Background: an optimization exercise with open tools, aiming at small area. Do not read the settings as production practice.
In this exercise RTL edits were held to simulation tests only and were not proved equivalent to the original. The flow treats the clock pin as an ideal source, which a real chip does not have.

==> inputs of v25 <==
## ru5102_crc
module ru5102_crc (
    input  wire        clk,
    input  wire        rst,
    input  wire        h_valid,
    output wire        h_ready,
    input  wire [15:0] h_cmd,
    output reg  [1:0]  h_rcode,
    output reg  [15:0] h_rdata,
    output wire        tx_valid,
    input  wire        tx_ready,
    output wire [7:0]  tx_data,
    input  wire        rx_valid,
    output wire        rx_ready,
    input  wire [7:0]  rx_data,
    input  wire        io_err,
    output wire        busy,
    output wire        done
);
Settings: LEC_CHECK=0, ABC_AREA=0, CAP_MARGIN=20, CORE_MARGIN=2, CORE_UTILIZATION=55, PLACE_DENSITY=0.65, SLEW_MARGIN=20; clock period 15.0 ns.
standard.sh (not shown) runs the stock make flow with config.mk's settings and CLKGATE_MAP_FILE= SYNTH_SCRIPT=/design/flow/synth_recipe.tcl, a recipe that flattens the netlist after the stock synthesis.
==> flow/flow/run.sh <==
#!/bin/bash
# Standard ORFS layout (the standard.sh) with two changes: the port buffers
# are buf_1 cells, and the clock tree uses clkbuf_16 leaf buffers on clusters of
# at most 28 sinks within 80 um, without dummy loads.
set -euo pipefail
CTS="-sink_clustering_enable -repair_clock_nets -sink_clustering_size 36 -sink_clustering_max_diameter 60 -buf_list sky130_fd_sc_hd__clkbuf_16 -dont_use_dummy_load"
bash standard.sh finish \
  "BUFFER_PORTS_ARGS=-buffer_cell sky130_fd_sc_hd__buf_1" \
  "CTS_ARGS=$CTS" > flow_make.log 2>&1
==> v22: changes against v25 <==
--- a/flow/design.v
+++ b/flow/design.v
@@ -14,22 +14,22 @@
     input  wire [7:0]  rx_data,
     input  wire        io_err,
     output wire        busy,
     output wire        done
 );
     localparam [3:0] S_IDLE = 4'd0, S_SEND = 4'd1, S_ALEN = 4'd2, S_BODY = 4'd3,
-                     S_VAL  = 4'd4, S_OK   = 4'd5,
-                     F_IO   = 4'd6,     
-                     F_COMM = 4'd7,     
-                     F_PROT = 4'd8,     
-                     F_PST  = 4'd9,     
-                     F_UNK  = 4'd10,    
-                     F_LONG = 4'd11,    
-                     F_ILL  = 4'd12,    
-                     F_LEN  = 4'd13,    
-                     F_CRC  = 4'd14;    
+                     F_IO   = 4'd4,     
+                     F_LONG = 4'd5,     
+                     F_ILL  = 4'd6,     
+                     F_LEN  = 4'd7,     
+                     S_OK   = 4'd8,
+                     F_COMM = 4'd9,     
+                     F_PROT = 4'd10,    
+                     F_PST  = 4'd11,    
+                     F_UNK  = 4'd12,    
+                     F_CRC  = 4'd13;    
     localparam [1:0] RC_OK = 2'd0, RC_REFUSED = 2'd1, RC_ILLEGAL = 2'd2, RC_RANGE = 2'd3;
     localparam integer NR = 253;
     function [15:0] crc_byte;
         input [15:0] c;
         input [7:0]  b;
         reg [7:0] x;
@@ -54,19 +54,17 @@
     wire [7:0] opsel   = h_cmd[15:8];
     wire [7:0] operand = h_cmd[7:0];
     wire idle   = (st == S_IDLE);
     wire send   = (st == S_SEND);
     wire alen   = (st == S_ALEN);
     wire body   = (st == S_BODY);
-    wire val_ph = (st == S_VAL);
     wire p_ok   = (st == S_OK);
-    wire fail   = (st >= F_IO);
-    assign done = (st >= S_OK);
+    assign done = (st >= F_IO);
     assign busy = !idle;
     wire in_chan = send || alen || body;
-    wire [2:0] phase = fail ? 3'd6 : st[2:0];
+    wire [2:0] phase = !done ? st[2:0] : p_ok ? 3'd5 : 3'd6;
     reg  [2:0] res_class;
     reg  [7:0] res_cause;
     always @(*) begin
         case (st)
             F_IO:    begin res_class = 3'd1; res_cause = 8'h01; end
             F_COMM:  begin res_class = 3'd2; res_cause = 8'h02; end
@@ -77,13 +75,13 @@
             F_ILL:   begin res_class = 3'd4; res_cause = 8'h11; end
             F_LEN:   begin res_class = 3'd4; res_cause = 8'h20; end
             F_CRC:   begin res_class = 3'd4; res_cause = 8'h21; end
             default: begin res_class = 3'd0; res_cause = 8'h00; end
         endcase
     end
-    wire has_status = p_ok || (st >= F_COMM && st <= F_UNK);
+    wire has_status = st[3] && (st != F_CRC);
     wire hit_idx = (hl == idx);
     wire hit_op  = (hl == operand);
     wire hit2    = (hl == 8'd2);
     wire hit3    = (hl == 8'd3);
     wire idx_end = (idx[7:1] == 7'h7F);      
     wire s_init  = (opsel == 8'h01);
@@ -107,13 +105,13 @@
     wire rx_ev  = rx_valid && rx_ready;
     wire rsp_noslot = (operand == 8'd0) || (operand[7:1] == 7'h7F);
     wire wait_ok = s_push  ? (hit_idx || idx_end || !idle) :
                    s_start ? hit2 :
                    s_rst   ? hit3 :
                    s_rrsp  ? (hit_op || rsp_noslot) : 1'b1;
-    assign h_ready  = !val_ph && wait_ok && !err_ev && !tx_ev && !(rx_valid && rx_ready);
+    assign h_ready  = wait_ok && !err_ev && !tx_ev && !(rx_valid && rx_ready);
     assign tx_valid = tv;
     wire host_ev = h_valid && h_ready;
     wire h_idle  = host_ev && idle;
     wire [7:0] idx_inc = idx + 8'd1;
     wire [7:0] inb     = idle ? operand : rx_data;
     wire [7:0] crc_in  = send ? tx_data : inb;
@@ -133,36 +131,37 @@
             hl <= 8'd1;
         else if (hl >= 8'd43)
             hl <= hl - 8'd42;
         else
             hl <= hl + 8'd211;
     end
-    reg [3:0] st_code;
+    reg [2:0] sc_nx, sc;
     always @(*) begin
-        case (head)
-            8'h00, 8'h01, 8'h02, 8'h03:                      st_code = S_OK;
-            8'hFA:                                           st_code = F_COMM;
-            8'hFB:                                           st_code = op1 ? S_OK : F_COMM;
-            8'h05, 8'h09, 8'h0A, 8'h0B:                      st_code = F_PROT;
-            8'hFD, 8'hFE, 8'hFF, 8'h10, 8'h11, 8'h12, 8'hF9: st_code = F_PST;
-            default:                                         st_code = F_UNK;
+        case (rx_data)
+            8'h00, 8'h01, 8'h02, 8'h03:                      sc_nx = 3'd0;
+            8'hFA:                                           sc_nx = 3'd1;
+            8'hFB:                                           sc_nx = op1 ? 3'd0 : 3'd1;
+            8'h05, 8'h09, 8'h0A, 8'h0B:                      sc_nx = 3'd2;
+            8'hFD, 8'hFE, 8'hFF, 8'h10, 8'h11, 8'h12, 8'hF9: sc_nx = 3'd3;
+            default:                                         sc_nx = 3'd4;
         endcase
     end
+    always @(posedge clk)
+        if (rx_ev && body && idx == 8'd3)
+            sc <= sc_nx;
     always @(posedge clk) begin
         if (rst)
             st <= S_IDLE;
         else if (err_ev)
             st <= F_IO;
         else if (tx_last)
             st <= S_ALEN;
         else if (rx_ev && alen)
-            st <= (rx_data == 8'd0) ? S_VAL : S_BODY;
+            st <= (rx_data == 8'd0) ? F_LEN : S_BODY;
         else if (rx_ev && eq_len)
-            st <= S_VAL;
-        else if (val_ph && hit3)
-            st <= (rxlen < 8'd5) ? F_LEN : (crc != 16'h0000) ? F_CRC : st_code;
+            st <= (rxlen < 8'd5) ? F_LEN : (crc_nx != 16'h0000) ? F_CRC : {1'b1, sc};
         else if (start_ev)
             st <= !op_legal ? F_ILL : (idx == 8'd255) ? F_LONG : S_SEND;
         else if (host_ev && s_ack && done)
             st <= S_IDLE;
     end
     always @(posedge clk) begin
@@ -228,13 +227,25 @@
     wire [15:0] ans =
         ({16{rd_crc}} & crc) |
         {5'd0, {3{s_rres}} & res_class, {8{s_rres}} & res_cause} |
         {13'd0, {3{s_rph}} & phase} |
         {8'd0, ({8{rd_head}} & head) | ({8{s_radr}} & addr) |
                ({8{rd_rxlen}} & rxlen) | ({8{s_rtxl}} & txlen)};
-    always @(posedge clk) begin
-        if (host_ev) begin
-            h_rcode <= {!legal_sel || range_err, refused || range_err};
-            h_rdata <= ans;
+    reg        q_crc;
+    reg [10:0] rdata_lo;
+    always @(posedge clk) begin
+        if (rst)
+            q_crc <= 1'b0;
+        else if (host_ev)
+            q_crc <= rd_crc;
+    end
+    always @(posedge clk) begin
+        if (rst) begin
+            h_rcode  <= RC_OK;
+            rdata_lo <= 11'd0;
+        end else if (host_ev) begin
+            h_rcode  <= {!legal_sel || range_err, refused || range_err};
+            rdata_lo <= ans[10:0];
         end
     end
+    always @(*) h_rdata = {{5{q_crc}} & crc[15:11], rdata_lo};
 endmodule
==> flow/flow/run.sh (replaced) <==
#!/bin/bash
# Standard ORFS layout (the standard.sh) with three changes:
#  - synthesis is the standard script with an area-oriented abc script
#    (flow/synth.tcl, flow/area.abc);
#  - the port buffers are buf_1 cells;
#  - the clock tree uses clkbuf_16 leaf buffers on clusters of at most 34
#    sinks within 80 um, without dummy loads.
# make's output goes to flow_make.log; each ORFS step keeps its own log under
# orfs/logs.
set -euo pipefail
W=$(pwd)
export FLOW_ABC_SCRIPT=$W/flow/area.abc
export FLOW_STD_SYNTH=$W/synth_recipe.tcl
CTS="-sink_clustering_enable -repair_clock_nets -sink_clustering_size 34 -sink_clustering_max_diameter 80 -buf_list sky130_fd_sc_hd__clkbuf_16 -dont_use_dummy_load"
bash standard.sh finish \
  "SYNTH_SCRIPT=$W/flow/synth.tcl" \
  "BUFFER_PORTS_ARGS=-buffer_cell sky130_fd_sc_hd__buf_1" \
  "CTS_ARGS=$CTS" > flow_make.log 2>&1
==> flow/flow/area.abc (new file) <==
strash
dch
amap
strash
dch
amap
topo
==> flow/flow/synth.tcl (new file) <==
# The standard synthesis (synth_recipe.tcl in the work folder), with one
# change: abc maps the logic with an area-oriented script (flow/area.abc)
# instead of ORFS's. Registers are mapped before abc and are not touched by it.
proc abc {args} {
  set i [lsearch $args -script]
  if {$i >= 0} { lset args [expr {$i + 1}] $::env(FLOW_ABC_SCRIPT) }
  yosys abc {*}$args
}
source $::env(FLOW_STD_SYNTH)
--- a/flow/config.mk
+++ b/flow/config.mk
@@ -6,8 +6,8 @@
 export NUM_CORES = 4
 export LEC_CHECK = 0
 export ABC_AREA = 0
 export CAP_MARGIN = 20
 export CORE_MARGIN = 2
 export CORE_UTILIZATION = 55
-export PLACE_DENSITY = 0.65
+export PLACE_DENSITY = 0.85
 export SLEW_MARGIN = 20
==> summary of the runs <==
- Of v22 and v25, v25 has the higher count of clock-buffer cells in the layout (gap 19).
- Between v22 and v25, the lower utilization is in v22 (gap 0.38 points).
- Global-route usage: v25 is lower than v22 (1.6 points).
- Against v22, the die area of v25 is higher by about 2.3%.
- In v22 the cell area is smaller than in v25, by 2.7%.
- Of v25 and v22, v25 has the higher register-to-register slack (gap 2.9 ns).
- Against v22, the clock skew of v25 is higher by 0.047 ns.
- In v22 the first-iteration DRC count is larger than in v25, by about 40%.

==> re-timing with driven ports <==
How much do the figures lean on ideal ports? The routed layouts below were timed once more, with nothing changed but the port constraints. Step 1, drivers: a clkbuf_16 drives clk and a buf_2 each remaining input, both assumed. Step 2 moves the port delays by t, midway between the first and last clock arrival at a register: inputs arrive t later, outputs are due t later. That takes back most of the time a late clock gives input paths. a / b / c = no drivers / after step 1 / after step 2; a / b = the first two.
run | t, ns | slack for setup (ns) | worst setup path at the end | cell pins on the clock port's net
v25 | 0.670 | 6.896 / 6.871 / 6.871 | input to output | 1
v22 | 0.679 | 6.651 / 6.618 / 6.618 | input to output | 1
After both steps setup and hold are still met in every run listed. For v22, which loses most, drivers alone change the setup slack by -0.033 ns; drivers and shift together by -0.033 ns.
